Context: an optimization exercise on an open-source flow, tuned for small area. The choices shown serve that exercise and are no tape-out recipe.
Only simulation tests tie the RTL to the original design; equivalence was not proved.

Setup of north:
## drum_core
module drum_core (
    input  wire               clk,
    input  wire               rst,           
    input  wire               byte_valid,
    input  wire [7:0]         byte_data,
    output wire               byte_ready,
    input  wire               block_valid,
    input  wire [15:0]        block_fshift,  
    output wire               block_ready,
    input  wire [3:0]         press,         
    input  wire               overrun,
    output wire               out_valid,
    output wire signed [19:0] out_sample,
    output reg                overrun_flag
);
clock: 30.0 ns
lec_check: 0
cap_margin: 20
core_margin: 2
core_utilization: 30
gpl_timing_driven: 0
slew_margin: 20
standard.sh (not shown) runs the stock make flow with config.mk's settings and CLKGATE_MAP_FILE= SYNTH_SCRIPT=/design/flow/synth_recipe.tcl, a recipe that flattens the netlist after the stock synthesis.
==> flow/flow/run.sh <==
#!/bin/bash
# Standard ORFS layout, with the combinational logic of the standard synthesis
# re-mapped by ABC for area before floorplanning. Registers (cells and names)
# are left exactly as the standard synthesis made them, and so are its full
# adders.
set -euo pipefail
HERE=$(pwd)
YOSYS=${YOSYS_EXE:-$FLOW_HOME/../tools/install/yosys/bin/yosys}
LIB=$FLOW_HOME/platforms/sky130hd/lib/sky130_fd_sc_hd__tt_025C_1v80.lib
RES=$HERE/orfs/results/$FLOW_PLATFORM/drum_core/base

bash standard.sh synth > $HERE/synth.log 2>&1

cp $RES/1_2_yosys.v $HERE/synth_std.v
SEQ=$(grep -oE 'cell \("?sky130_fd_sc_hd__(df|edf|sdf|dl|conb|fa_)[a-z0-9_]*' $LIB | sed -E 's/cell \("?//' | sort -u | tr '\n' ' ')
sed -e "s#@LIB@#$LIB#g" -e "s#@SEQ@#$SEQ#g" -e "s#@IN@#$HERE/synth_std.v#g" \
    -e "s#@OUT@#$HERE/synth_remap.v#g" -e "s#@TOP@#$FLOW_TOP#g" flow/remap.ys > $HERE/remap_run.ys
$YOSYS -q -l $HERE/remap.log $HERE/remap_run.ys > /dev/null 2>&1
cp $HERE/synth_remap.v $RES/1_2_yosys.v

# Clock tree: no dummy loads, and clusters sized for the flip-flop clock-pin
# slew limit.
CTS_ARGS="-sink_clustering_enable -repair_clock_nets -dont_use_dummy_load -sink_clustering_size 12 -sink_clustering_max_diameter 60 -buf_list {sky130_fd_sc_hd__clkbuf_8 sky130_fd_sc_hd__clkbuf_16}"
bash standard.sh finish "CTS_ARGS=$CTS_ARGS" > $HERE/finish.log 2>&1
==> flow/flow/remap.ys <==
read_liberty -ignore_miss_func @LIB@
read_verilog @IN@
hierarchy -top @TOP@
setattr -mod -set keep_hierarchy 1 @SEQ@
flatten
rename -hide w:*.*
select @TOP@
opt_clean -purge
abc -liberty @LIB@ -dont_use *probe* -dont_use *lpflow* -script +strash;dc2;dch,-f;amap;strash;dch,-f;amap;
opt_clean -purge
setundef -zero
hilomap -singleton -hicell sky130_fd_sc_hd__conb_1 HI -locell sky130_fd_sc_hd__conb_1 LO
opt_clean -purge
splitnets
opt_clean -purge
insbuf -buf sky130_fd_sc_hd__buf_4 A X
hierarchy -top @TOP@
select @TOP@
stat -liberty @LIB@
write_verilog -noattr -noexpr -nohex -nodec -selected @OUT@
north ended with every stage complete and zero timing, DRC or antenna violations.
Here is what was changed in the inputs of south compared with north.
diff --git a/flow/flow/run.sh b/flow/flow/run.sh
--- a/flow/flow/run.sh
+++ b/flow/flow/run.sh
@@ -22,3 +22,3 @@
 # slew limit.
-CTS_ARGS="-sink_clustering_enable -repair_clock_nets -dont_use_dummy_load -sink_clustering_size 12 -sink_clustering_max_diameter 60 -buf_list {sky130_fd_sc_hd__clkbuf_8 sky130_fd_sc_hd__clkbuf_16}"
+CTS_ARGS="-sink_clustering_enable -repair_clock_nets -dont_use_dummy_load -sink_clustering_size 7 -sink_clustering_max_diameter 40 -sink_buffer_max_cap_derate 1.0 -buf_list {sky130_fd_sc_hd__clkbuf_4}"
 bash standard.sh finish "CTS_ARGS=$CTS_ARGS" > $HERE/finish.log 2>&1
==> notes.md <==
| wire length of the first global-routing pass | north vs south | ≈ equal |. Between north and south, the count of sequential standard cells does not differ in any meaningful way. south | status: complete | timing, DRC, antenna: pass. Between north and south, the total wire length after detailed routing does not differ in any meaningful way. On met2 track utilization from global routing, north tracks south almost exactly. south vs north, sequential share of layout area went up by 0.38 points.
Input-level comparison between east and south:
diff --git a/flow/flow/run.sh b/flow/flow/run.sh
--- a/flow/flow/run.sh
+++ b/flow/flow/run.sh
@@ -22,3 +22,3 @@
 # slew limit.
-CTS_ARGS="-sink_clustering_enable -repair_clock_nets -dont_use_dummy_load -sink_clustering_size 7 -sink_clustering_max_diameter 40 -sink_buffer_max_cap_derate 1.0 -buf_list {sky130_fd_sc_hd__clkbuf_4}"
+CTS_ARGS="-sink_clustering_enable -repair_clock_nets -dont_use_dummy_load -buf_list {sky130_fd_sc_hd__clkbuf_4}"
 bash standard.sh finish "CTS_ARGS=$CTS_ARGS" > $HERE/finish.log 2>&1
east completed every stage of the flow, and the final layout passed the timing, DRC and antenna checks. Compared to south, east has post-layout minimum cycle time 0.030 ns lower. south and east ended up with nearly the same count of buffers not belonging to the clock network in the layout. Compared with south, routed wire length in east increased slightly. [compare] base=south new=east: utilization after layout rose by 0.17 points; remaining max-slew budget at the tightest pin now larger; met3 layer wire length in the routed design rose about 3%.
> inputs changed (east -> west)
diff --git a/flow/flow/run.sh b/flow/flow/run.sh
--- a/flow/flow/run.sh
+++ b/flow/flow/run.sh
@@ -22,3 +22,3 @@
 # slew limit.
-CTS_ARGS="-sink_clustering_enable -repair_clock_nets -dont_use_dummy_load -buf_list {sky130_fd_sc_hd__clkbuf_4}"
+CTS_ARGS="-sink_clustering_enable -repair_clock_nets -dont_use_dummy_load -sink_clustering_size 10 -sink_clustering_max_diameter 50 -sink_buffer_max_cap_derate 1.0 -buf_list {sky130_fd_sc_hd__clkbuf_4}"
 bash standard.sh finish "CTS_ARGS=$CTS_ARGS" > $HERE/finish.log 2>&1
==> comparison <==
From east to west the numbers moved as follows: number of buffers inserted by post-CTS setup repair held steady, worst hold path cell count went up, share of the final layout cell area in multi-input gates shows an increase of 0.58 points.
Compared with east, west shows a lower wire length of the first global-routing pass.
Going from east to west, design area lost 300 um^2, total length of routed wires shows a reduction of about 0.5%.
Diff east..west | maximum frequency | negligible

## afterwards: timing with drivers on the ports
In the flow no input, the clock included, has a driving cell. The finished layouts below were timed again as built, in two steps. Step 1: set_driving_cell puts a clkbuf_16 on clk and a buf_2 on each other input, an assumption about the parent block. Step 2, shift: input delay + t, output delay - t, t = (earliest + latest rising clock arrival at the registers) / 2. This alone moves slack from input paths to output paths. Slacks: ideal ports / drivers / drivers and shift; pairs: ideal ports / drivers.
run | t (ns) | slack for setup (ns) | hold WS [ns] | clock arrival spread, ns | pins driven straight from the clock port
north | 0.587 | 2.693 / 2.693 / 2.693 | 0.458 / 0.458 / 0.458 | 0.089 / 0.089 | 1
south | 0.821 | 2.521 / 2.521 / 2.521 | 0.448 / 0.448 / 0.448 | 0.139 / 0.139 | 1
east | 0.872 | 2.551 / 2.551 / 2.551 | 0.457 / 0.457 / 0.457 | 0.149 / 0.150 | 1
west | 0.818 | 2.491 / 2.491 / 2.491 | 0.383 / 0.383 / 0.383 | 0.159 / 0.160 | 1
After both steps every run listed still meets setup and hold.
